Background: an optimization exercise with open tools, aiming at small area, a short achievable clock period and few clock cycles per item. Do not read the settings as production practice. Where RTL was checked, it was by simulation tests only, not by an equivalence proof against the original. No functional check of the RTL was part of run 1. Power and IR drop assume default switching activity.

===== design/flow/run.sh =====
#!/bin/bash
# synth_recipe.tcl (not shown) runs the flow's synth.tcl, then flattens the netlist and writes it again
# the make line also repeats each setting of config.mk as NAME=value (left out here)
make -C /OpenROAD-flow-scripts/flow DESIGN_CONFIG=/design/flow/config.mk WORK_HOME=/design/flow/orfs CLKGATE_MAP_FILE= SYNTH_SCRIPT=/design/flow/synth_recipe.tcl finish

===== design/flow/config.mk =====
export PLATFORM = sky130hd
export DESIGN_NAME = lamp_ctrl
export DESIGN_NICKNAME = lamp_ctrl
export VERILOG_FILES = /design/flow/design.v
export SDC_FILE = /design/flow/constraint.sdc
export NUM_CORES = 4
export LEC_CHECK = 0
export CAP_MARGIN = 20
export CORE_MARGIN = 2
export CORE_UTILIZATION = 60
export SLEW_MARGIN = 20

===== design/flow/constraint.sdc =====
create_clock -name core_clock -period 12.0 [get_ports {clk}]
set_input_delay 2.4000 -clock core_clock [delete_from_list [all_inputs] [get_ports {clk}]]
set_output_delay 2.4000 -clock core_clock [all_outputs]
set_load 0.01 [all_outputs]

===== design/flow/design.v =====
module lamp_div (
    input  wire [7:0]  r_in,     
    input  wire [3:0]  bits,     
    input  wire [7:0]  m1,       
    input  wire [9:0]  m3,       
    input  wire [10:0] m5,       
    input  wire [10:0] m7,       
    input  wire [11:0] m9,       
    input  wire [11:0] m11,      
    input  wire [11:0] m13,      
    input  wire [11:0] m15,      
    output reg  [7:0]  r_out,    
    output reg  [3:0]  q         
);
    wire [11:0] y = {r_in, bits};
    wire [11:0] mk [1:15];
    assign mk[1]  = {4'd0, m1};
    assign mk[2]  = {3'd0, m1, 1'b0};
    assign mk[3]  = {2'd0, m3};
    assign mk[4]  = {2'd0, m1, 2'b00};
    assign mk[5]  = {1'd0, m5};
    assign mk[6]  = {1'd0, m3, 1'b0};
    assign mk[7]  = {1'd0, m7};
    assign mk[8]  = {1'd0, m1, 3'b000};
    assign mk[9]  = m9;
    assign mk[10] = {m5, 1'b0};
    assign mk[11] = m11;
    assign mk[12] = {m3, 2'b00};
    assign mk[13] = m13;
    assign mk[14] = {m7, 1'b0};
    assign mk[15] = m15;
    wire [12:0] s  [0:15];
    assign s[0] = {1'b0, y};
    wire [15:0] ge;
    assign ge[0] = 1'b1;
    genvar k;
    generate
        for (k = 1; k < 16; k = k + 1) begin : cmp
            assign s[k]  = {1'b0, y} - {1'b0, mk[k]};
            assign ge[k] = ~s[k][12];
        end
    endgenerate
    wire [15:0] sel = ge & ~{1'b0, ge[15:1]};
    integer j;
    always @(*) begin
        q     = 4'd0;
        r_out = 8'd0;
        for (j = 0; j < 16; j = j + 1) begin
            q     = q     | ({4{sel[j]}} & j[3:0]);
            r_out = r_out | ({8{sel[j]}} & s[j][7:0]);
        end
    end
endmodule
module lamp_ctrl (
    input  wire        clk,
    input  wire        rst,
    input  wire        cmd_valid,
    output wire        cmd_ready,
    input  wire [3:0]  cmd_op,
    input  wire [7:0]  cmd_a,
    input  wire [7:0]  cmd_b,
    input  wire [7:0]  cmd_c,
    input  wire [15:0] cmd_m,
    input  wire [31:0] cmd_t,
    output reg         rsp_valid,
    output reg  [15:0] rsp_data
);
    localparam OP_SET_LAMP   = 4'd0;
    localparam OP_READ_STATE = 4'd1;
    localparam OP_READ_DIM   = 4'd2;
    localparam OP_READ_FLASH = 4'd3;
    localparam OP_OFF_ALL    = 4'd4;
    localparam OP_FLASH_ALL  = 4'd5;
    localparam OP_SET_DIV    = 4'd6;
    localparam OP_APPLY      = 4'd7;
    localparam OP_STROBE     = 4'd8;
    localparam OP_LOAD_CYCLE = 4'd9;
    reg  [63:0]  st;         
    reg  [63:0]  dm1;        
    reg  [63:0]  dm2;        
    reg  [511:0] fp;         
    reg  [7:0]   div1, div2;
    reg  [2:0]   bank;
    reg  [31:0]  cycle;
    reg  [7:0]   r1;         
    reg  [7:0]   r2;         
    reg rst_q;
    reg         ready_q;
    reg         c_valid;
    reg  [3:0]  c_op;
    reg  [9:0]  c_fop;       
    reg         c_setok;     
    reg         c_divok;     
    reg  [7:0]  c_abank;     
    reg  [7:0]  c_abit;      
    reg  [7:0]  c_a, c_b, c_c;
    reg  [5:0]  c_l;         
    reg  [13:0] c_ab;        
    reg         c_m0;        
    reg         c_mlo;       
    reg         c_mhi;       
    reg  [31:0] c_t;
    assign cmd_ready = ready_q;
    wire accept   = cmd_valid && ready_q;
    wire multi_in = (cmd_op == OP_FLASH_ALL) || (cmd_op == OP_APPLY);
    wire strb_in  = (cmd_op == OP_STROBE);
    reg          m_apply;    
    reg          m_mod;      
    reg          first;      
    reg  [1:0]   prep;       
    reg          mprep;      
    reg          tail;       
    reg          wbp;        
    reg          par;        
    reg  [2:0]   acnt;       
    reg  [2:0]   mcnt;       
    reg          mph;        
    reg  [7:0]   M1;         
    reg  [9:0]   M3;
    reg  [10:0]  M5, M7;
    reg  [11:0]  M9, M11, M13, M15;
    reg  [7:0]   P_cmp;      
    reg  [5:0]   fsel;       
    reg          fallp;      
    reg  [7:0]   P_nx;       
    reg          more;       
    reg  [63:0]  pend;       
    reg  [31:0]  Q;          
    reg  [5:0]   r50;        
    reg  [7:0]   RA;         
    wire stall = c_valid && m_mod &&
                 (c_fop[OP_STROBE] || c_fop[OP_FLASH_ALL] || c_fop[OP_APPLY]);
    wire id_ok   = (c_a[7:6] == 2'b00);
    wire x_set   = c_valid && c_setok;
    wire x_off   = c_valid && c_fop[OP_OFF_ALL];
    wire x_fall  = c_valid && !m_mod && c_fop[OP_FLASH_ALL];
    wire x_apply = c_valid && !m_mod && c_fop[OP_APPLY];
    wire x_div   = c_valid && c_fop[OP_SET_DIV];
    wire x_load  = c_valid && c_fop[OP_LOAD_CYCLE];
    wire x_strb  = c_valid && !m_mod && c_fop[OP_STROBE];
    function [13:0] fu_tab(input [7:0] h);
        case (h)
            8'd0: fu_tab = {8'd0, 6'd0};
            8'd1: fu_tab = {8'd1, 6'd14};
            8'd2: fu_tab = {8'd2, 6'd28};
            8'd3: fu_tab = {8'd3, 6'd42};
            8'd4: fu_tab = {8'd5, 6'd6};
            8'd5: fu_tab = {8'd6, 6'd20};
            8'd6: fu_tab = {8'd7, 6'd34};
            8'd7: fu_tab = {8'd8, 6'd48};
            8'd8: fu_tab = {8'd10, 6'd12};
            8'd9: fu_tab = {8'd11, 6'd26};
            8'd10: fu_tab = {8'd12, 6'd40};
            8'd11: fu_tab = {8'd14, 6'd4};
            8'd12: fu_tab = {8'd15, 6'd18};
            8'd13: fu_tab = {8'd16, 6'd32};
            8'd14: fu_tab = {8'd17, 6'd46};
            8'd15: fu_tab = {8'd19, 6'd10};
            8'd16: fu_tab = {8'd20, 6'd24};
            8'd17: fu_tab = {8'd21, 6'd38};
            8'd18: fu_tab = {8'd23, 6'd2};
            8'd19: fu_tab = {8'd24, 6'd16};
            8'd20: fu_tab = {8'd25, 6'd30};
            8'd21: fu_tab = {8'd26, 6'd44};
            8'd22: fu_tab = {8'd28, 6'd8};
            8'd23: fu_tab = {8'd29, 6'd22};
            8'd24: fu_tab = {8'd30, 6'd36};
            8'd25: fu_tab = {8'd32, 6'd0};
            8'd26: fu_tab = {8'd33, 6'd14};
            8'd27: fu_tab = {8'd34, 6'd28};
            8'd28: fu_tab = {8'd35, 6'd42};
            8'd29: fu_tab = {8'd37, 6'd6};
            8'd30: fu_tab = {8'd38, 6'd20};
            8'd31: fu_tab = {8'd39, 6'd34};
            8'd32: fu_tab = {8'd40, 6'd48};
            8'd33: fu_tab = {8'd42, 6'd12};
            8'd34: fu_tab = {8'd43, 6'd26};
            8'd35: fu_tab = {8'd44, 6'd40};
            8'd36: fu_tab = {8'd46, 6'd4};
            8'd37: fu_tab = {8'd47, 6'd18};
            8'd38: fu_tab = {8'd48, 6'd32};
            8'd39: fu_tab = {8'd49, 6'd46};
            8'd40: fu_tab = {8'd51, 6'd10};
            8'd41: fu_tab = {8'd52, 6'd24};
            8'd42: fu_tab = {8'd53, 6'd38};
            8'd43: fu_tab = {8'd55, 6'd2};
            8'd44: fu_tab = {8'd56, 6'd16};
            8'd45: fu_tab = {8'd57, 6'd30};
            8'd46: fu_tab = {8'd58, 6'd44};
            8'd47: fu_tab = {8'd60, 6'd8};
            8'd48: fu_tab = {8'd61, 6'd22};
            8'd49: fu_tab = {8'd62, 6'd36};
            8'd50: fu_tab = {8'd64, 6'd0};
            8'd51: fu_tab = {8'd65, 6'd14};
            8'd52: fu_tab = {8'd66, 6'd28};
            8'd53: fu_tab = {8'd67, 6'd42};
            8'd54: fu_tab = {8'd69, 6'd6};
            8'd55: fu_tab = {8'd70, 6'd20};
            8'd56: fu_tab = {8'd71, 6'd34};
            8'd57: fu_tab = {8'd72, 6'd48};
            8'd58: fu_tab = {8'd74, 6'd12};
            8'd59: fu_tab = {8'd75, 6'd26};
            8'd60: fu_tab = {8'd76, 6'd40};
            8'd61: fu_tab = {8'd78, 6'd4};
            8'd62: fu_tab = {8'd79, 6'd18};
            8'd63: fu_tab = {8'd80, 6'd32};
            8'd64: fu_tab = {8'd81, 6'd46};
            8'd65: fu_tab = {8'd83, 6'd10};
            8'd66: fu_tab = {8'd84, 6'd24};
            8'd67: fu_tab = {8'd85, 6'd38};
            8'd68: fu_tab = {8'd87, 6'd2};
            8'd69: fu_tab = {8'd88, 6'd16};
            8'd70: fu_tab = {8'd89, 6'd30};
            8'd71: fu_tab = {8'd90, 6'd44};
            8'd72: fu_tab = {8'd92, 6'd8};
            8'd73: fu_tab = {8'd93, 6'd22};
            8'd74: fu_tab = {8'd94, 6'd36};
            8'd75: fu_tab = {8'd96, 6'd0};
            8'd76: fu_tab = {8'd97, 6'd14};
            8'd77: fu_tab = {8'd98, 6'd28};
            8'd78: fu_tab = {8'd99, 6'd42};
            8'd79: fu_tab = {8'd101, 6'd6};
            8'd80: fu_tab = {8'd102, 6'd20};
            8'd81: fu_tab = {8'd103, 6'd34};
            8'd82: fu_tab = {8'd104, 6'd48};
            8'd83: fu_tab = {8'd106, 6'd12};
            8'd84: fu_tab = {8'd107, 6'd26};
            8'd85: fu_tab = {8'd108, 6'd40};
            8'd86: fu_tab = {8'd110, 6'd4};
            8'd87: fu_tab = {8'd111, 6'd18};
            8'd88: fu_tab = {8'd112, 6'd32};
            8'd89: fu_tab = {8'd113, 6'd46};
            8'd90: fu_tab = {8'd115, 6'd10};
            8'd91: fu_tab = {8'd116, 6'd24};
            8'd92: fu_tab = {8'd117, 6'd38};
            8'd93: fu_tab = {8'd119, 6'd2};
            8'd94: fu_tab = {8'd120, 6'd16};
            8'd95: fu_tab = {8'd121, 6'd30};
            8'd96: fu_tab = {8'd122, 6'd44};
            8'd97: fu_tab = {8'd124, 6'd8};
            8'd98: fu_tab = {8'd125, 6'd22};
            8'd99: fu_tab = {8'd126, 6'd36};
            8'd100: fu_tab = {8'd128, 6'd0};
            8'd101: fu_tab = {8'd129, 6'd14};
            8'd102: fu_tab = {8'd130, 6'd28};
            8'd103: fu_tab = {8'd131, 6'd42};
            8'd104: fu_tab = {8'd133, 6'd6};
            8'd105: fu_tab = {8'd134, 6'd20};
            8'd106: fu_tab = {8'd135, 6'd34};
            8'd107: fu_tab = {8'd136, 6'd48};
            8'd108: fu_tab = {8'd138, 6'd12};
            8'd109: fu_tab = {8'd139, 6'd26};
            8'd110: fu_tab = {8'd140, 6'd40};
            8'd111: fu_tab = {8'd142, 6'd4};
            8'd112: fu_tab = {8'd143, 6'd18};
            8'd113: fu_tab = {8'd144, 6'd32};
            8'd114: fu_tab = {8'd145, 6'd46};
            8'd115: fu_tab = {8'd147, 6'd10};
            8'd116: fu_tab = {8'd148, 6'd24};
            8'd117: fu_tab = {8'd149, 6'd38};
            8'd118: fu_tab = {8'd151, 6'd2};
            8'd119: fu_tab = {8'd152, 6'd16};
            8'd120: fu_tab = {8'd153, 6'd30};
            8'd121: fu_tab = {8'd154, 6'd44};
            8'd122: fu_tab = {8'd156, 6'd8};
            8'd123: fu_tab = {8'd157, 6'd22};
            8'd124: fu_tab = {8'd158, 6'd36};
            8'd125: fu_tab = {8'd160, 6'd0};
            8'd126: fu_tab = {8'd161, 6'd14};
            8'd127: fu_tab = {8'd162, 6'd28};
            8'd128: fu_tab = {8'd163, 6'd42};
            8'd129: fu_tab = {8'd165, 6'd6};
            8'd130: fu_tab = {8'd166, 6'd20};
            8'd131: fu_tab = {8'd167, 6'd34};
            8'd132: fu_tab = {8'd168, 6'd48};
            8'd133: fu_tab = {8'd170, 6'd12};
            8'd134: fu_tab = {8'd171, 6'd26};
            8'd135: fu_tab = {8'd172, 6'd40};
            8'd136: fu_tab = {8'd174, 6'd4};
            8'd137: fu_tab = {8'd175, 6'd18};
            8'd138: fu_tab = {8'd176, 6'd32};
            8'd139: fu_tab = {8'd177, 6'd46};
            8'd140: fu_tab = {8'd179, 6'd10};
            8'd141: fu_tab = {8'd180, 6'd24};
            8'd142: fu_tab = {8'd181, 6'd38};
            8'd143: fu_tab = {8'd183, 6'd2};
            8'd144: fu_tab = {8'd184, 6'd16};
            8'd145: fu_tab = {8'd185, 6'd30};
            8'd146: fu_tab = {8'd186, 6'd44};
            8'd147: fu_tab = {8'd188, 6'd8};
            8'd148: fu_tab = {8'd189, 6'd22};
            8'd149: fu_tab = {8'd190, 6'd36};
            8'd150: fu_tab = {8'd192, 6'd0};
            8'd151: fu_tab = {8'd193, 6'd14};
            8'd152: fu_tab = {8'd194, 6'd28};
            8'd153: fu_tab = {8'd195, 6'd42};
            8'd154: fu_tab = {8'd197, 6'd6};
            8'd155: fu_tab = {8'd198, 6'd20};
            8'd156: fu_tab = {8'd199, 6'd34};
            8'd157: fu_tab = {8'd200, 6'd48};
            8'd158: fu_tab = {8'd202, 6'd12};
            8'd159: fu_tab = {8'd203, 6'd26};
            8'd160: fu_tab = {8'd204, 6'd40};
            8'd161: fu_tab = {8'd206, 6'd4};
            8'd162: fu_tab = {8'd207, 6'd18};
            8'd163: fu_tab = {8'd208, 6'd32};
            8'd164: fu_tab = {8'd209, 6'd46};
            8'd165: fu_tab = {8'd211, 6'd10};
            8'd166: fu_tab = {8'd212, 6'd24};
            8'd167: fu_tab = {8'd213, 6'd38};
            8'd168: fu_tab = {8'd215, 6'd2};
            8'd169: fu_tab = {8'd216, 6'd16};
            8'd170: fu_tab = {8'd217, 6'd30};
            8'd171: fu_tab = {8'd218, 6'd44};
            8'd172: fu_tab = {8'd220, 6'd8};
            8'd173: fu_tab = {8'd221, 6'd22};
            8'd174: fu_tab = {8'd222, 6'd36};
            8'd175: fu_tab = {8'd224, 6'd0};
            8'd176: fu_tab = {8'd225, 6'd14};
            8'd177: fu_tab = {8'd226, 6'd28};
            8'd178: fu_tab = {8'd227, 6'd42};
            8'd179: fu_tab = {8'd229, 6'd6};
            8'd180: fu_tab = {8'd230, 6'd20};
            8'd181: fu_tab = {8'd231, 6'd34};
            8'd182: fu_tab = {8'd232, 6'd48};
            8'd183: fu_tab = {8'd234, 6'd12};
            8'd184: fu_tab = {8'd235, 6'd26};
            8'd185: fu_tab = {8'd236, 6'd40};
            8'd186: fu_tab = {8'd238, 6'd4};
            8'd187: fu_tab = {8'd239, 6'd18};
            8'd188: fu_tab = {8'd240, 6'd32};
            8'd189: fu_tab = {8'd241, 6'd46};
            8'd190: fu_tab = {8'd243, 6'd10};
            8'd191: fu_tab = {8'd244, 6'd24};
            8'd192: fu_tab = {8'd245, 6'd38};
            8'd193: fu_tab = {8'd247, 6'd2};
            8'd194: fu_tab = {8'd248, 6'd16};
            8'd195: fu_tab = {8'd249, 6'd30};
            8'd196: fu_tab = {8'd250, 6'd44};
            default: fu_tab = 14'd0;
        endcase
    endfunction
    wire [13:0] ab_in  = fu_tab(cmd_m[13:6]);
    wire [6:0]  fu_s   = {1'b0, c_ab[5:0]} + {1'b0, c_l};
    wire [1:0]  fu_c   = (fu_s >= 7'd100) ? 2'd2 : (fu_s >= 7'd50) ? 2'd1 : 2'd0;
    wire [7:0]  fu_q   = c_ab[13:6] + {6'd0, fu_c};
    reg  [7:0]  fu;
    always @(*) begin
        if (c_m0)
            fu = 8'd0;
        else if (c_mhi)
            fu = 8'd250;
        else if (c_mlo)
            fu = 8'd1;
        else
            fu = fu_q;
    end
    wire [63:0] nz;
    wire [63:0] match;
    genvar gi;
    generate
        for (gi = 0; gi < 64; gi = gi + 1) begin : g_cmp
            assign nz[gi]    = |fp[8*gi +: 8];
            assign match[gi] = (fp[8*gi +: 8] == P_cmp);
        end
    endgenerate
    wire [63:0] rest = pend & ~match;
    wire [63:0] pe_in = m_apply ? rest : nz;
    wire        pe_any;
    wire [5:0]  pe_idx;
    lamp_pe64 u_pe (.v(pe_in), .any(pe_any), .idx(pe_idx));
    wire [7:0] fp_rd  = fp[8*fsel +: 8];
    wire        t50_wr = x_fall || x_apply ||
                         (m_apply && first && !tail && (prep != 2'd0 || acnt <= 3'd3));
    wire [9:0]  y50    = {r50, c_t[27:24]};
    reg  [5:0]  r50_out;
    reg  [3:0]  q50;
    integer k;
    always @(*) begin
        q50     = 4'd0;
        r50_out = y50[5:0];
        for (k = 1; k < 16; k = k + 1) begin
            if (y50 >= 50 * k) begin
                q50     = k;
                r50_out = y50 - 50 * k;
            end
        end
    end
    wire [7:0] rA_out;
    wire [3:0] qA;
    lamp_div u_lane (
        .r_in(RA), .bits(Q[31:28]),
        .m1(M1), .m3(M3), .m5(M5), .m7(M7), .m9(M9), .m11(M11), .m13(M13), .m15(M15),
        .r_out(rA_out), .q(qA));
    wire round_end = m_apply && (prep == 2'd0) && !tail && (acnt == 3'd6);
    wire mod_half  = m_mod && !mprep && (mcnt == 3'd7);
    wire mod_end   = mod_half && mph;
    wire mod_start = x_div || x_load;
    wire mod_next  = mod_start || (m_mod && !mod_end);
    wire go        = x_fall || x_apply;
    wire        div_ok   = c_valid && c_divok;
    wire        m_load = (m_mod && (mprep || mod_half)) ||
                         (m_apply && prep == 2'd2) || round_end;
    wire [11:0] m_d    = {4'd0, P_nx};
    reg ready_n;
    always @(*) begin
        if (accept && (multi_in || (strb_in && mod_next)))
            ready_n = 1'b0;
        else if (stall)
            ready_n = mod_end && (c_op == OP_STROBE);
        else if (x_apply || x_fall)
            ready_n = 1'b0;
        else if (m_apply && prep == 2'd1)
            ready_n = !fallp && !more;
        else if (m_apply)
            ready_n = tail || (round_end && !more);
        else
            ready_n = 1'b1;
    end
    wire        clr_all = rst_q || x_off;
    wire        set_any = x_set && !clr_all;
    wire        st_wd   = clr_all || (set_any ? (c_b == 8'd0) : ~par);
    wire        dm1_wd  = set_any && (c_c == 8'd1);
    wire        dm2_wd  = set_any && (c_c == 8'd2);
    wire [7:0]  fp_wd   = set_any ? fu : (x_fall && !clr_all) ? 8'd10 : 8'd0;
    wire [63:0] sel_l;
    generate
        for (gi = 0; gi < 64; gi = gi + 1) begin : g_sel
            assign sel_l[gi] = x_set && c_abank[gi / 8] && c_abit[gi % 8];
        end
    endgenerate
    wire [63:0] st_en   = {64{clr_all}} | sel_l | ({64{wbp}} & pend & match);
    wire [63:0] dm_en   = {64{clr_all || x_fall}} | sel_l;
    wire [63:0] pd_en   = {64{go}} | ({64{wbp}} & match);
    wire [63:0] pd_wd   = {64{go}} & ({64{x_fall}} | nz);
    wire [63:0] lit = st | ({64{r1 != 8'd0}} & dm1) | ({64{r2 != 8'd0}} & dm2);
    wire [7:0]  v   = lit[8*bank +: 8];
    wire [7:0] r1_inc = r1 + 8'd1;
    wire [7:0] r2_inc = r2 + 8'd1;
    wire       wrap   = &cycle;
    integer l;
    always @(posedge clk) begin
        rst_q <= rst;
        if (ready_q) begin
            c_op <= cmd_op;
            c_fop   <= 10'd1 << cmd_op;
            c_setok <= (cmd_op == OP_SET_LAMP) && (cmd_a[7:6] == 2'b00) && (cmd_c <= 8'd2);
            c_divok <= (cmd_op == OP_SET_DIV) && (cmd_a != 8'd0) && (cmd_b != 8'd0);
            c_abank <= 8'd1 << cmd_a[5:3];
            c_abit  <= 8'd1 << cmd_a[2:0];
            c_a  <= cmd_a;
            c_b  <= cmd_b;
            c_c  <= cmd_c;
            c_l  <= cmd_m[5:0];
            c_ab <= ab_in;
            c_m0 <= (cmd_m == 16'd0);
            c_mlo <= (cmd_m < 16'd50);
            c_mhi <= (cmd_m >= 16'd12550);
            c_t  <= cmd_t;
        end else if (t50_wr) begin
            c_t  <= c_t << 4;
        end
        c_valid <= !rst && (accept || stall);
        ready_q <= !rst && ready_n;
        rsp_valid <= c_valid && !stall && !rst;
        rsp_data  <= 16'd0;
        if (c_valid) begin
            case (c_op)
            OP_READ_STATE: if (id_ok) rsp_data <= {15'd0, ~st[c_a[5:0]]};
            OP_READ_DIM:   if (id_ok) rsp_data <= {14'd0, dm2[c_a[5:0]], dm1[c_a[5:0]]};
            OP_READ_FLASH: if (id_ok) rsp_data <= {8'd0, fp_rd};
            OP_STROBE:     rsp_data <= {5'd0, bank, v};
            default:       rsp_data <= 16'd0;
            endcase
        end
        for (l = 0; l < 64; l = l + 1) begin
            if (st_en[l])  st[l]        <= st_wd;
            if (dm_en[l])  dm1[l]       <= dm1_wd;
            if (dm_en[l])  dm2[l]       <= dm2_wd;
            if (dm_en[l])  fp[8*l +: 8] <= fp_wd;
            if (pd_en[l])  pend[l]      <= pd_wd[l];
        end
        if (ready_q)
            r50 <= {2'b00, cmd_t[31:28]};
        else if (t50_wr)
            r50 <= r50_out;
        if (m_mod && (mprep || mod_half))
            Q <= cycle;
        else if (m_mod)
            Q <= Q << 4;
        else if (go)
            Q <= {q50, Q[27:0]};
        else if (m_apply && prep == 2'd1)
            Q <= {Q[31:28], q50, Q[23:0]};
        else if (m_apply && prep == 2'd2)
            Q <= {Q[31:24], q50, Q[19:0]};
        else
            Q <= {Q[27:20], (t50_wr ? q50 : Q[19:16]), Q[15:4], Q[31:28], Q[3:0]};
        P_cmp <= M1;
        fsel  <= (accept && cmd_op == OP_READ_FLASH) ? cmd_a[5:0] : pe_idx;
        if (mod_start)
            P_nx <= div_ok ? c_a : div1;
        else if (m_mod && mprep)
            P_nx <= div2;
        else if (!m_mod)
            P_nx <= fp_rd;
        more  <= pe_any;
        if (m_load) begin
            M1  <= P_nx;
            M3  <= (m_d << 1) + m_d;
            M5  <= (m_d << 2) + m_d;
            M7  <= (m_d << 3) - m_d;
            M9  <= (m_d << 3) + m_d;
            M11 <= (m_d << 3) + (m_d << 1) + m_d;
            M13 <= (m_d << 3) + (m_d << 2) + m_d;
            M15 <= (m_d << 4) - m_d;
        end
        wbp <= round_end;
        if (round_end)
            par <= qA[0];
        if (rst) begin
            m_apply <= 1'b0;
            prep    <= 2'd0;
            tail    <= 1'b0;
            first   <= 1'b0;
            acnt    <= 3'd0;
        end else if (go) begin
            m_apply <= 1'b1;
            prep    <= 2'd1;
            tail    <= 1'b0;
            first   <= 1'b1;
            fallp   <= x_fall;
        end else if (m_apply) begin
            if (prep == 2'd1) begin
                prep    <= (fallp || more) ? 2'd2 : 2'd0;
                if (!fallp && !more)
                    m_apply <= 1'b0;
            end else if (prep == 2'd2) begin
                prep    <= 2'd0;
                acnt    <= 3'd0;
                RA      <= 8'd0;
            end else if (tail) begin
                m_apply <= 1'b0;
                tail    <= 1'b0;
            end else if (round_end) begin
                first   <= 1'b0;
                acnt    <= 3'd0;
                RA      <= 8'd0;
                tail    <= !more;
            end else begin
                acnt    <= acnt + 3'd1;
                RA      <= rA_out;
            end
        end
        if (rst) begin
            m_mod <= 1'b0;
            mprep <= 1'b0;
            mph   <= 1'b0;
            mcnt  <= 3'd0;
        end else if (mod_start) begin
            m_mod <= 1'b1;
            mprep <= 1'b1;
            mph   <= 1'b0;
        end else if (mprep) begin
            mprep <= 1'b0;
            mcnt  <= 3'd0;
            RA    <= 8'd0;
        end else if (m_mod) begin
            mcnt  <= mcnt + 3'd1;
            RA    <= mod_half ? 8'd0 : rA_out;
            if (mod_half)
                mph <= 1'b1;
            if (mod_end)
                m_mod <= 1'b0;
        end
        if (rst_q) begin
            div1  <= 8'd2;
            div2  <= 8'd3;
            bank  <= 3'd0;
            cycle <= 32'd0;
            r1    <= 8'd0;
            r2    <= 8'd0;
        end else begin
            if (div_ok) begin
                div1 <= c_a;
                div2 <= c_b;
            end
            if (x_load) begin
                cycle <= c_t;
                bank  <= 3'd0;
            end
            if (mod_half && !mph)
                r1 <= rA_out;
            if (mod_end)
                r2 <= rA_out;
            if (x_strb) begin
                bank <= bank + 3'd1;
                if (bank == 3'd7) begin
                    cycle <= cycle + 32'd1;
                    r1 <= (wrap || r1_inc == div1) ? 8'd0 : r1_inc;
                    r2 <= (wrap || r2_inc == div2) ? 8'd0 : r2_inc;
                end
            end
        end
    end
endmodule
module lamp_pe64 (
    input  wire [63:0] v,
    output wire        any,
    output wire [5:0]  idx
);
    wire [31:0] a1;
    wire [31:0] i1;
    wire [15:0] a2;
    wire [31:0] i2;
    wire [7:0]  a3;
    wire [23:0] i3;
    wire [3:0]  a4;
    wire [15:0] i4;
    wire [1:0]  a5;
    wire [9:0]  i5;
    genvar g;
    generate
        for (g = 0; g < 32; g = g + 1) begin : l1
            assign a1[g] = v[2*g] | v[2*g+1];
            assign i1[g] = ~v[2*g];
        end
        for (g = 0; g < 16; g = g + 1) begin : l2
            assign a2[g]        = a1[2*g] | a1[2*g+1];
            assign i2[2*g +: 2] = a1[2*g] ? {1'b0, i1[2*g]} : {1'b1, i1[2*g+1]};
        end
        for (g = 0; g < 8; g = g + 1) begin : l3
            assign a3[g]        = a2[2*g] | a2[2*g+1];
            assign i3[3*g +: 3] = a2[2*g] ? {1'b0, i2[4*g +: 2]} : {1'b1, i2[4*g+2 +: 2]};
        end
        for (g = 0; g < 4; g = g + 1) begin : l4
            assign a4[g]        = a3[2*g] | a3[2*g+1];
            assign i4[4*g +: 4] = a3[2*g] ? {1'b0, i3[6*g +: 3]} : {1'b1, i3[6*g+3 +: 3]};
        end
        for (g = 0; g < 2; g = g + 1) begin : l5
            assign a5[g]        = a4[2*g] | a4[2*g+1];
            assign i5[5*g +: 5] = a4[2*g] ? {1'b0, i4[8*g +: 4]} : {1'b1, i4[8*g+4 +: 4]};
        end
    endgenerate
    assign any = a5[0] | a5[1];
    assign idx = a5[0] ? {1'b0, i5[4:0]} : {1'b1, i5[9:5]};
endmodule

==> results of run 1 <==
report_power, final:
part	total, µW	internal [µW]	switching [µW]
Sequential	4810	4530	278
Combinational	2940	1160	1780
Clock	3790	2190	1600
state kept, by name, summed over array words and instances, names as in the netlist, 9 cells and up:
| name | cells |
|---|---|
| dm1 | 64 |
| fp | 512 |
| Q | 32 |
| pend | 64 |
| cycle | 32 |
| M11 | 9 |
| c_t | 31 |
| M9 | 9 |
| dm2 | 64 |
| rsp_data | 11 |
| st | 64 |
| c_ab | 12 |
| M13 | 11 |
| M15 | 12 |
cell usage in the layout (no fill, tap or decap), types with 88 or more instances in the layout:
master and instances:
xor2_1 125, nand3_1 134, clkdlybuf4s50_1 88, o21ai_0 269, clkbuf_16 121, nor2_1 369
mux4_2 238, nor3_1 96, ha_1 232, nor4_1 160, nand2_1 620, nand4_1 119
a31oi_1 94, dfxtp_1 106, inv_1 221, edfxtp_1 988, a21oi_1 316, xnor2_1 534
final timing paths:
| kind | from | to | slack, ps | cells after the start |
|---|---|---|---|---|
| max | cmd_m[6] | c_ab[7] | 6520 | 9 |
| min | M1[2] | P_cmp[2] | 390 | 0 |
| max reg2reg | P_cmp[4] | fsel[1] | 7110 | 12 |
| min reg2reg | M1[2] | P_cmp[2] | 390 | 0 |
layout make-up:
| class | instances | area [µm²] |
|---|---|---|
| Fill cell | 8571 | 37810 |
| Sequential cell | 1110 | 32160 |
| Multi-Input combinational cell | 4272 | 32030 |
| Clock buffer | 138 | 3142 |
| Tap cell | 1488 | 1862 |
| Timing Repair Buffer | 172 | 1504 |
| Inverter | 227 | 852.1 |
| Clock inverter | 75 | 845.8 |
| Antenna cell | 1 | 2.502 |
per-stage QoR:
stage	cell area, µm²	power, µW	utilization [%]	std cells	hold WS, ps
floorplan	66490	6792	-	5964	348.0
global placement	68410	7709	62.07	7269	355.2
detailed placement	68410	7749	62.07	7269	361.6
CTS	72390	11500	65.69	7482	382.1
global route	72400	11970	65.69	7483	392.5
finish	72400	11540	65.69	7483	391.5
logic make-up (layout without fill, tap and decap cells):
logic type	after synthesis	in the layout	share of synthesized area (%)
buffers and inverters	582	612	3.672
other	1	6	0.005642
flip-flops	1110	1110	48.31
AO/OA/AOI/OAI	1242	1242	12.12
XOR/XNOR	659	659	8.683
adder cells (fa/ha/maj)	257	257	5.120
multiplexers	283	283	8.796
AND/OR/NAND/NOR	1826	1826	13.29
layer usage:
| metal | vias up | GRT usage (%) |
|---|---|---|
| met1 | 24900 | 49.63 |
| met5 | - | 0 |
| met3 | 670 | 6.902 |
| met2 | 3088 | 58.57 |
| li1 | 22380 | - |
| met4 | 12 | 19.25 |
==> impl_metrics.tcl, run 1 <==
set metrics [dict create \
    yosys.area.top_type "edfxtp_1" \
    synth_area_leaders "edfxtp_1 (45%), mux4_2 (8.1%), xnor2_1 (7.0%)" \
    skew_ps 42.15 \
    coreArea_um2 110200 \
    die_area_um2 113500 \
    cp-end-kind "flip-flop" \
    met2_length_um 98250 \
    m1WireLength_um 81110 \
    synth_commonest_cells "edfxtp_1 (988), nand2_1 (622), xnor2_1 (534)" \
    start_util_pct 60.31 \
    fin_nets 6235 \
    cts_hold_buf 0 \
    cpPeakStageDelay_ps 840 \
    routed_wl_um 214300 \
    io_buffers 91 \
    final_hold_viol_count 0 \
    dp_hpwl_um 147600 \
    synth-edff-count 988 \
    clk_pin_slew_ps 70 \
    drt-initial-drc-count 6350 \
    die_h_um 336.8 \
    die-width_um 336.8 \
    rows 122 \
    pre_cts_ws_ps 5877 \
    grt_pass1_vias 48130 \
    routed.top_layer "met5" \
    tightest_slew_ps 1243 \
    period_share_pct 45.66 \
    drive_above_1_share_pct 10.14 \
    peakVddDrop_uv 134.7 \
    ys_seq_elements 1110 \
    synth.most_common_cell "edfxtp_1" \
    drv_cap 0 \
    power.density_nw_per_um2 159.4 \
    rsz0062_at_grt "false" \
    path_buf_inv 2 \
    gp_congestion 1.008 \
    overflow 0 \
    slew-limit-headroom_pct 17.15 \
    cp_data_required_time_ps 12470 \
    synth_top_area_share_pct 44.63 \
    ctsLongestPathBuffers 3 \
    grt_pass1_wl_um 313100 \
    io_pins 97 \
    ys_warn_count 2 \
    grt_max_degree 94 \
    worstPathArrival_ps 5950 \
    clock-sinks 1110 \
    ys_seq_area_share_pct 48.31 \
    fmax_mhz 182.5 \
    setup_ws_ps 6520 \
    slowest_stage "ha_1" \
    synth.distinct_cells 93 \
    synthToLayoutAreaGrowth_pct 8.917 \
    async_flop_share_pct 0 \
    h-tree-depth 3 \
    path_cells "clkdlybuf4s50_1 -> inv_1 -> ha_1 -> nand2_1 -> and3_1 -> a21oi_1 -> o21ai_0 -> mux4_2 -> o21a_1" \
    cts_tree "built" \
    syn-cell-area_um2 66470 \
    setup_violations 0 \
    post_cts_buffers 0 \
    min_period_ps 5480 \
    antenna_found_initial 10 \
    drt-vias-per-instance 6.823 \
    cp_max_fo 21 \
    drt-wirelength-per-cell_um 28.64 \
    start_kind "input port" \
    vias 51060 \
    syn_inst 5960 \
    antenna_left 0 \
    synth.avg_cell_area_um2 11.15 \
    setup_tns_ps 0 \
    leakage_uw 0.02573 \
    crit_family "buffers and inverters" \
    clk_latency_ps 730 \
    grt_usage_pct 37.25 \
    root_buffer "clkbuf_16" \
    hold_class "flip-flop to flip-flop" \
    cts_buffers 116 \
    slew_violations 0 \
    cts_resized 0 \
    route.detailed.drc 0 \
    outcome "finished clean" \
    firstDrtPassIters 8 \
    synth_top_flop_cell "edfxtp_1" \
    critPathKind "input port to flip-flop" \
    wl_met3_um 22320 \
]
==> run 2, diff against run 1 <==
--- a/design/flow/design.v
+++ b/design/flow/design.v
@@ -88,11 +88,6 @@
     reg         ready_q;
     reg         c_valid;
     reg  [3:0]  c_op;
-    reg  [9:0]  c_fop;       
-    reg         c_setok;     
-    reg         c_divok;     
-    reg  [7:0]  c_abank;     
-    reg  [7:0]  c_abit;      
     reg  [7:0]  c_a, c_b, c_c;
     reg  [5:0]  c_l;         
     reg  [13:0] c_ab;        
@@ -120,8 +115,7 @@
     reg  [10:0]  M5, M7;
     reg  [11:0]  M9, M11, M13, M15;
     reg  [7:0]   P_cmp;      
-    reg  [5:0]   fsel;       
-    reg          fallp;      
+    reg  [5:0]   idx_q;      
     reg  [7:0]   P_nx;       
     reg          more;       
     reg  [63:0]  pend;       
@@ -129,15 +123,15 @@
     reg  [5:0]   r50;        
     reg  [7:0]   RA;         
     wire stall = c_valid && m_mod &&
-                 (c_fop[OP_STROBE] || c_fop[OP_FLASH_ALL] || c_fop[OP_APPLY]);
+                 (c_op == OP_STROBE || c_op == OP_FLASH_ALL || c_op == OP_APPLY);
     wire id_ok   = (c_a[7:6] == 2'b00);
-    wire x_set   = c_valid && c_setok;
-    wire x_off   = c_valid && c_fop[OP_OFF_ALL];
-    wire x_fall  = c_valid && !m_mod && c_fop[OP_FLASH_ALL];
-    wire x_apply = c_valid && !m_mod && c_fop[OP_APPLY];
-    wire x_div   = c_valid && c_fop[OP_SET_DIV];
-    wire x_load  = c_valid && c_fop[OP_LOAD_CYCLE];
-    wire x_strb  = c_valid && !m_mod && c_fop[OP_STROBE];
+    wire x_set   = c_valid && (c_op == OP_SET_LAMP) && id_ok && (c_c <= 8'd2);
+    wire x_off   = c_valid && (c_op == OP_OFF_ALL);
+    wire x_fall  = c_valid && !m_mod && (c_op == OP_FLASH_ALL);
+    wire x_apply = c_valid && !m_mod && (c_op == OP_APPLY);
+    wire x_div   = c_valid && (c_op == OP_SET_DIV);
+    wire x_load  = c_valid && (c_op == OP_LOAD_CYCLE);
+    wire x_strb  = c_valid && !m_mod && (c_op == OP_STROBE);
     function [13:0] fu_tab(input [7:0] h);
         case (h)
             8'd0: fu_tab = {8'd0, 6'd0};
@@ -369,7 +363,8 @@
     wire        pe_any;
     wire [5:0]  pe_idx;
     lamp_pe64 u_pe (.v(pe_in), .any(pe_any), .idx(pe_idx));
-    wire [7:0] fp_rd  = fp[8*fsel +: 8];
+    wire [5:0] fp_sel = m_apply ? idx_q : c_a[5:0];
+    wire [7:0] fp_rd  = fp[8*fp_sel +: 8];
     wire        t50_wr = x_fall || x_apply ||
                          (m_apply && first && !tail && (prep != 2'd0 || acnt <= 3'd3));
     wire [9:0]  y50    = {r50, c_t[27:24]};
@@ -397,8 +392,9 @@
     wire mod_end   = mod_half && mph;
     wire mod_start = x_div || x_load;
     wire mod_next  = mod_start || (m_mod && !mod_end);
-    wire go        = x_fall || x_apply;
-    wire        div_ok   = c_valid && c_divok;
+    wire any_nz    = |nz;
+    wire go        = x_fall || (x_apply && any_nz);
+    wire        div_ok   = x_div && (c_a != 8'd0) && (c_b != 8'd0);
     wire        m_load = (m_mod && (mprep || mod_half)) ||
                          (m_apply && prep == 2'd2) || round_end;
     wire [11:0] m_d    = {4'd0, P_nx};
@@ -408,10 +404,10 @@
             ready_n = 1'b0;
         else if (stall)
             ready_n = mod_end && (c_op == OP_STROBE);
-        else if (x_apply || x_fall)
+        else if (x_apply)
+            ready_n = ~any_nz;
+        else if (x_fall)
             ready_n = 1'b0;
-        else if (m_apply && prep == 2'd1)
-            ready_n = !fallp && !more;
         else if (m_apply)
             ready_n = tail || (round_end && !more);
         else
@@ -423,12 +419,7 @@
     wire        dm1_wd  = set_any && (c_c == 8'd1);
     wire        dm2_wd  = set_any && (c_c == 8'd2);
     wire [7:0]  fp_wd   = set_any ? fu : (x_fall && !clr_all) ? 8'd10 : 8'd0;
-    wire [63:0] sel_l;
-    generate
-        for (gi = 0; gi < 64; gi = gi + 1) begin : g_sel
-            assign sel_l[gi] = x_set && c_abank[gi / 8] && c_abit[gi % 8];
-        end
-    endgenerate
+    wire [63:0] sel_l   = x_set ? (64'd1 << c_a[5:0]) : 64'd0;
     wire [63:0] st_en   = {64{clr_all}} | sel_l | ({64{wbp}} & pend & match);
     wire [63:0] dm_en   = {64{clr_all || x_fall}} | sel_l;
     wire [63:0] pd_en   = {64{go}} | ({64{wbp}} & match);
@@ -443,11 +434,6 @@
         rst_q <= rst;
         if (ready_q) begin
             c_op <= cmd_op;
-            c_fop   <= 10'd1 << cmd_op;
-            c_setok <= (cmd_op == OP_SET_LAMP) && (cmd_a[7:6] == 2'b00) && (cmd_c <= 8'd2);
-            c_divok <= (cmd_op == OP_SET_DIV) && (cmd_a != 8'd0) && (cmd_b != 8'd0);
-            c_abank <= 8'd1 << cmd_a[5:3];
-            c_abit  <= 8'd1 << cmd_a[2:0];
             c_a  <= cmd_a;
             c_b  <= cmd_b;
             c_c  <= cmd_c;
@@ -497,7 +483,7 @@
         else
             Q <= {Q[27:20], (t50_wr ? q50 : Q[19:16]), Q[15:4], Q[31:28], Q[3:0]};
         P_cmp <= M1;
-        fsel  <= (accept && cmd_op == OP_READ_FLASH) ? cmd_a[5:0] : pe_idx;
+        idx_q <= pe_idx;
         if (mod_start)
             P_nx <= div_ok ? c_a : div1;
         else if (m_mod && mprep)
@@ -529,12 +515,9 @@
             prep    <= 2'd1;
             tail    <= 1'b0;
             first   <= 1'b1;
-            fallp   <= x_fall;
         end else if (m_apply) begin
             if (prep == 2'd1) begin
-                prep    <= (fallp || more) ? 2'd2 : 2'd0;
-                if (!fallp && !more)
-                    m_apply <= 1'b0;
+                prep    <= 2'd2;
             end else if (prep == 2'd2) begin
                 prep    <= 2'd0;
                 acnt    <= 3'd0;
--- a/design/flow/config.mk
+++ b/design/flow/config.mk
@@ -7,5 +7,5 @@
 export LEC_CHECK = 0
 export CAP_MARGIN = 20
 export CORE_MARGIN = 2
-export CORE_UTILIZATION = 60
+export CORE_UTILIZATION = 40
 export SLEW_MARGIN = 20
==> impl_metrics.tcl, run 2 <==
set metrics [dict create \
    outcome "finished clean" \
    gp_congestion 0.9940 \
    setup_tns_ps 0 \
    grt_max_degree 101 \
    synth-edff-count 963 \
    ctsLongestPathBuffers 3 \
    power.density_nw_per_um2 151.0 \
    coreArea_um2 164600 \
    worstPathArrival_ps 6290 \
    max_flop_register "fp" \
    clock-sinks 1085 \
    min_period_ps 5843 \
    leakage_uw 0.02557 \
    rows 149 \
    path_buf_inv 2 \
    multiInputGateArea_um2 32600 \
    hold_class "flip-flop to flip-flop" \
    p_switching_uw 3558 \
    finalInstanceArea_um2 73610 \
    critPathKind "flip-flop to flip-flop" \
    cpPeakStageDelay_ps 1130 \
    clkPwrFrac_pct 32.5 \
    drv_cap 0 \
    dp_hpwl_um 159200 \
    synth_top_area_share_pct 43.71 \
    cts_tree "built" \
    rsz0062_at_grt "false" \
    drt-wirelength-per-cell_um 26.96 \
    start_kind "flip-flop" \
    synth_commonest_cells "edfxtp_1 (963), xnor2_1 (608), nand2_1 (565)" \
    grt_pass1_wl_um 333800 \
    slowest_stage "a211oi_1" \
    fin_nets 6423 \
    cts_resized 0 \
    drt-initial-drc-count 6262 \
    antenna_found_initial 3 \
    antenna_left 0 \
    die_h_um 410.7 \
    grt_pass1_vias 50810 \
    io_pins 97 \
    final_hold_viol_count 0 \
    async_flop_share_pct 0 \
    fmax_mhz 171.1 \
    yosys.area.top_type "edfxtp_1" \
    clk_latency_ps 800 \
    post_cts_buffers 0 \
    slew-limit-headroom_pct 11.82 \
    grt_usage_pct 26.14 \
    comb_power_share_pct 27.1 \
    root_buffer "clkbuf_16" \
    synth_top_flop_cell "edfxtp_1" \
    die-width_um 410.7 \
    peakVddDrop_uv 143.1 \
    start_util_pct 40.19 \
    crit_family "compound AO/OA/AOI/OAI gates" \
    postPlaceCellArea_um2 69790 \
    syn_inst 6058 \
    path_cells "buf_4 -> mux2i_4 -> buf_12 -> mux4_2 -> and2_1 -> a211oi_1 -> a311oi_1 -> a211oi_1 -> a21oi_1 -> nand2_1 -> a22oi_1" \
    pwr-share-seq_pct 40.4 \
    vias 52220 \
    syn-cell-area_um2 66160 \
    firstDrtPassIters 8 \
    synth.distinct_cells 96 \
    synth.avg_cell_area_um2 10.92 \
    ys_seq_elements 1085 \
    final_common_cell "edfxtp_1" \
    final_cell_mix "edfxtp_1 (963), xnor2_1 (608), nand2_1 (565)" \
    tightest_slew_ps 1315 \
    overflow 0 \
    cts_buffers 117 \
    period_share_pct 48.69 \
    clk_pin_slew_ps 70 \
    synthToLayoutAreaGrowth_pct 11.26 \
    routed_wl_um 225900 \
    synth.most_common_cell "edfxtp_1" \
    route.detailed.drc 0 \
    final-seq-area_um2 31400 \
    cts_hold_buf 0 \
    cp_max_fo 100 \
    ys_seq_area_share_pct 47.40 \
    die_area_um2 168700 \
    p_int_uw 7556 \
    slew_violations 0 \
    p_sw_share_pct 32.01 \
    io_buffers 91 \
    drive_above_1_share_pct 10.20 \
    drt-vias-per-instance 6.231 \
    setup_violations 0 \
    synth_area_leaders "edfxtp_1 (44%), xnor2_1 (8.0%), mux4_2 (6.6%)" \
    cp_data_required_time_ps 12450 \
    cp-end-kind "flip-flop" \
    crit_top_cell "a211oi_1" \
    ys_warn_count 2 \
    fillerInstances 15120 \
    largest_reg_flops 512 \
    skew_ps 98.38 \
    h-tree-depth 3 \
]
[run 2: area by class of cell]
class / count / share of cell area (%)
Inverter: 230 / 1.173
Sequential cell: 1085 / 42.66
Tap cell: 2189 / 3.721
Multi-Input combinational cell: 4390 / 44.29
Clock buffer: 155 / 4.185
Clock inverter: 63 / 0.9451
Antenna cell: 5 / 0.01700
Timing Repair Buffer: 263 / 3.004
[run 2: final timing paths]
kind / startpoint / slack [ps] / cells after the start / to
worst min-delay path: M1[6] / 370 / 0 / P_cmp[6]
worst max register to register: m_apply / 6160 / 11 / P_nx[0]
worst min register to register: M1[6] / 370 / 0 / P_cmp[6]
worst max-delay path: m_apply / 6160 / 11 / P_nx[0]
[run 2: stage by stage]
stage / worst slack, ps / util [%] / hold slack, ps / cells / power [µW]
final: 6157 / 44.71 / 369.1 / 8380 / 11110
after global routing: 6188 / 44.71 / 392.4 / 8376 / 11580
after CTS: 6501 / 44.69 / 375.3 / 8374 / 11120
after detailed placement: 6132 / 42.40 / 366.2 / 8156 / 7519
after global placement: 6102 / 42.40 / 356.2 / 8156 / 7478
after floorplan: 4943 / - / 348.0 / 6062 / 6546
[run 2: cell families (layout without fill, tap and decap cells)]
| family | Yosys count | in the layout | synth area share, % |
|---|---|---|---|
| AO/OA/AOI/OAI | 1467 | 1467 | 14.47 |
| XOR/XNOR | 657 | 657 | 8.719 |
| adder cells (fa/ha/maj) | 258 | 258 | 5.159 |
| buffers and inverters | 587 | 711 | 3.580 |
| flip-flops | 1085 | 1085 | 47.40 |
| multiplexers | 250 | 250 | 7.506 |
| other | 1 | 10 | 0.005668 |
| AND/OR/NAND/NOR | 1753 | 1753 | 13.15 |
[run 2: per-layer routing]
| layer | wire [µm] | GRT usage [%] |
|---|---|---|
| met1 | 90780 | 34.12 |
| met2 | 105100 | 42.61 |
| met3 | 18790 | 4.255 |
| met4 | 11240 | 12.00 |
| met5 | 27 | 0 |
[run 2: power groups by stage]
stage | sequential, µW | clock [µW] | combinational (µW)
after detailed placement | 4570 | 0 | 2950
after global routing | 4510 | 3810 | 3270
after CTS | 4490 | 3660 | 2970
after floorplan | 4570 | 0 | 1980
final | 4490 | 3610 | 3010
after global placement | 4570 | 0 | 2910
Testbench counts of run 2, summed over its fixed seeds: cycles 12,199, items 3,200.

## separate check: timing with driven ports
The results above use ideal ports. As a check the final layouts listed here were re-extracted and re-timed, cells and wires unchanged.
Step 1 sets driving cells, clkbuf_16 on the clock port and buf_2 on the other inputs (assumed; they add their load-dependent delay and slew).
Step 2 moves the port delays by t, midway between the first and last clock arrival at a register: inputs arrive t later, outputs are due t later. That takes back most of the time a late clock gives input paths.
Slacks: ideal ports / drivers / drivers and shift; pairs: ideal ports / drivers.
| run | shift t [ns] | setup WS [ns] | worst setup path after step 2 | worst register clock-pin slew, ns | worst data-port slew with drivers (ns) |
|---|---|---|---|---|---|
| run 1 | 0.788 | 6.520 / 6.571 / 5.783 | input to register | 0.07 / 0.07 | 0.12 |
| run 2 | 0.840 | 6.157 / 6.157 / 6.051 | input to register | 0.07 / 0.07 | 0.07 |
After both steps every run listed still meets setup and hold. For run 1, which loses most, drivers alone change the setup slack by +0.051 ns; drivers and shift together by -0.737 ns.
